This is an optimization exercise on Yosys and OpenROAD, whose aim is a short achievable clock period and few clock cycles, not a production implementation. The RTL was checked by simulation tests, not by an equivalence proof against the original design. Power is estimated from default activity; no workload was simulated.

==> run a: inputs <==
## m1h4_core
module m1h4_core (
    input              clk,
    input              rst,           
    input      [13:0]  ibound,        
    output     [12:0]  imem_addr,
    input      [111:0] imem_rdata,
    output     [12:0]  dmem_raddr,
    input      [31:0]  dmem_rdata,
    output             dmem_we,
    output     [12:0]  dmem_waddr,
    output     [31:0]  dmem_wdata,
    output             out_valid,
    output     [7:0]   out_byte,
    input              in_valid,
    input      [7:0]   in_byte,
    output             in_ready,
    output             stopped,
    output     [1:0]   cause,
    input      [3:0]   dbg_idx,
    output     [31:0]  dbg_data
);
    localparam [3:0] OP_JUMP  = 4'd1,  OP_COND = 4'd2,  OP_MOVE  = 4'd3,
                     OP_ADD   = 4'd4,  OP_SUB  = 4'd5,  OP_WRITE = 4'd6,
                     OP_READ  = 4'd7,  OP_LOAD = 4'd8,  OP_STORE = 4'd9,
                     OP_PUSH  = 4'd10, OP_POP  = 4'd11, OP_BREAK = 4'd12;
  ...
clock: 12.0 ns
lec_check: 0
abc_clock_period_in_ps: 4000
cap_margin: 20
core_margin: 2
core_utilization: 50
setup_slack_margin: 5
slew_margin: 20
run.sh (not shown) runs the stock make flow with config.mk's settings and CLKGATE_MAP_FILE= SYNTH_SCRIPT=/design/flow/synth_recipe.tcl, a recipe that flattens the netlist after the stock synthesis.
==> inputs of run b, as changes to run a <==
--- a/flow/design.v
+++ b/flow/design.v
@@ -235,13 +235,13 @@
                      ((e_wr_static && (dst == d_ri)) ||
                       ((d_ri == 4'd15) && e_valid && (is_push || is_pop)))) ||
                     (d_pop && e_wr_static && (dst == 4'd15));
     wire d_fwd = e_valid && need_w && (d_raddr == addr_w[12:0]);
     wire d_movepc = (imem_rdata[111:96] == 16'h32C0) && (d_v0 == 32'd14);
     wire d_addpc  = (imem_rdata[111:96] == 16'h4258) && (d_v0 == 32'd14) && (d_v1 == 32'd14);
-    wire [31:0] d_tgt = d_movepc ? d_v1 + 32'd1 : d_pc1 + d_v2;
+    wire [31:0] d_tgt = (d_movepc ? d_v1 : d_pc1) + (d_movepc ? 32'd1 : d_v2);
     wire d_jumpa = (d_op == OP_JUMP) && (d_k0 == K_ADDR);
     wire d_cond  = (d_op == OP_COND);
     wire [31:0] pred = d_jumpa ? d_v0 : d_cond ? d_pc2 : d_pc1;
     wire hold = stopped_q || e_mstall || e_dwait;
     wire use_pred = !late_q && !hold && !fast_redir;
     wire [31:0] f_reg = late_q ? (late_inc ? pc1 : pc) :
==> flow/config.mk (replaced) <==
export PLATFORM = sky130hd
export DESIGN_NAME = m1h4_core
export DESIGN_NICKNAME = m1h4_core
export VERILOG_FILES = /design/flow/design.v
export SDC_FILE = /design/flow/constraint.sdc
export NUM_CORES = 4
export LEC_CHECK = 0
export ABC_CLOCK_PERIOD_IN_PS = 5000
export CAP_MARGIN = 35
export CORE_MARGIN = 2
export CORE_UTILIZATION = 40
export SETUP_SLACK_MARGIN = 3.5
export SLEW_MARGIN = 35
==> inputs of run c, as changes to run a <==
--- a/flow/design.v
+++ b/flow/design.v
@@ -235,13 +235,13 @@
                      ((e_wr_static && (dst == d_ri)) ||
                       ((d_ri == 4'd15) && e_valid && (is_push || is_pop)))) ||
                     (d_pop && e_wr_static && (dst == 4'd15));
     wire d_fwd = e_valid && need_w && (d_raddr == addr_w[12:0]);
     wire d_movepc = (imem_rdata[111:96] == 16'h32C0) && (d_v0 == 32'd14);
     wire d_addpc  = (imem_rdata[111:96] == 16'h4258) && (d_v0 == 32'd14) && (d_v1 == 32'd14);
-    wire [31:0] d_tgt = d_movepc ? d_v1 + 32'd1 : d_pc1 + d_v2;
+    wire [31:0] d_tgt = (d_movepc ? d_v1 : d_pc1) + (d_movepc ? 32'd1 : d_v2);
     wire d_jumpa = (d_op == OP_JUMP) && (d_k0 == K_ADDR);
     wire d_cond  = (d_op == OP_COND);
     wire [31:0] pred = d_jumpa ? d_v0 : d_cond ? d_pc2 : d_pc1;
     wire hold = stopped_q || e_mstall || e_dwait;
     wire use_pred = !late_q && !hold && !fast_redir;
     wire [31:0] f_reg = late_q ? (late_inc ? pc1 : pc) :
==> flow/config.mk (replaced) <==
export PLATFORM = sky130hd
export DESIGN_NAME = m1h4_core
export DESIGN_NICKNAME = m1h4_core
export VERILOG_FILES = /design/flow/design.v
export SDC_FILE = /design/flow/constraint.sdc
export NUM_CORES = 4
export LEC_CHECK = 0
export ABC_CLOCK_PERIOD_IN_PS = 4000
export CAP_MARGIN = 35
export CORE_MARGIN = 2
export CORE_UTILIZATION = 40
export SETUP_SLACK_MARGIN = 5
export SLEW_MARGIN = 35
==> impl_results.md <==
- Status: failed layout checks
- Violated Checks: max-capacitance violations, max-slew violations
- Post-CTS sizing: 489
- Height of the die: 401 microns
- Xor-xnor portion of the synthesized cell area: 4.53%
- Flop2flop setup slack: 4.73 ns
- Max-slew violation count: 4
- Critical path fanouts, max: 46
- Comb. pwr: 13.8 mW
- Reg2reg path depth: 13
- Post-synth top cells: nor2_1, edfxtp_1, nand2_1
- Area Overhead vs Synth: 19.0%
- Critical path buffers and inverters: 2
- Max Cap Violations: 1
Source of the figures above: run a

==> impl_results.md <==
- Max-slew violation count: 0
- Post-synth top cells: nor2_1, edfxtp_1, mux4_2
- Critical path buffers and inverters: 4
- Post-CTS sizing: 58
- Reg2reg path depth: 22
- Max Cap Violations: 0
- Xor-xnor portion of the synthesized cell area: 3.93%
- Comb. pwr: 6.69 mW
- Status: complete, no violations
- Critical path fanouts, max: 13
- Flop2flop setup slack: 3.89 ns
- Area Overhead vs Synth: 14.1%
Source of the figures above: run b

==> impl_results.md <==
- Reg2reg path depth: 37
- Flop2flop setup slack: 4.99 ns
- Initial drt markers: 15000
- Beginning of the critical path: imem_rdata[88]
- Post-synth top cells: nor2_1, edfxtp_1, mux4_2
- Xor-xnor portion of the synthesized cell area: 3.93%
- Max-slew violation count: 0
- Comb. pwr: 7.13 mW
- Area Overhead vs Synth: 21.0%
- Max Cap Violations: 0
- Critical path fanouts, max: 4
- Status: complete, no violations
- Drt via density: 7.37
- Post-CTS sizing: 609
- Final Hold Viols: 0
- Critical path buffers and inverters: 5
Source of the figures above: run c

Testbench counts of run a, summed over its fixed seeds: cycles 63,109.
Testbench counts of run b, summed over its fixed seeds: cycles 63,109.
Testbench counts of run c, summed over its fixed seeds: cycles 63,109.

==> afterwards: timing with drivers on the ports <==
Ports are ideal in the flow. The routed layouts listed here were re-timed in OpenROAD.
Step 1 (the two cells are an assumption about what drives the block):
set clk [get_ports {clk}]
set_driving_cell -lib_cell sky130_fd_sc_hd__clkbuf_16 $clk
set_driving_cell -lib_cell sky130_fd_sc_hd__buf_2 [delete_from_list [all_inputs] $clk]
Step 2 adds t to the input delays and takes it off the output delays; t is the mean of the earliest and latest rising clock arrival at the registers after step 1. Input paths then give back, and output paths get back, about the clock's delay inside the block.
Slacks: ideal ports / drivers / drivers and shift; pairs: ideal ports / drivers.
run | shift t [ns] | setup slack, ns | worst register clock-pin slew, ns
run a | 0.906 | 4.729 / 4.693 / 4.079 | 0.08 / 0.08
run b | 0.892 | 3.322 / 3.282 / 2.751 | 0.08 / 0.08
run c | 0.916 | 4.611 / 4.634 / 3.752 | 0.08 / 0.08
The setup slack of run c, which loses most, moves by +0.023 ns with the drivers and by -0.859 ns with both steps.
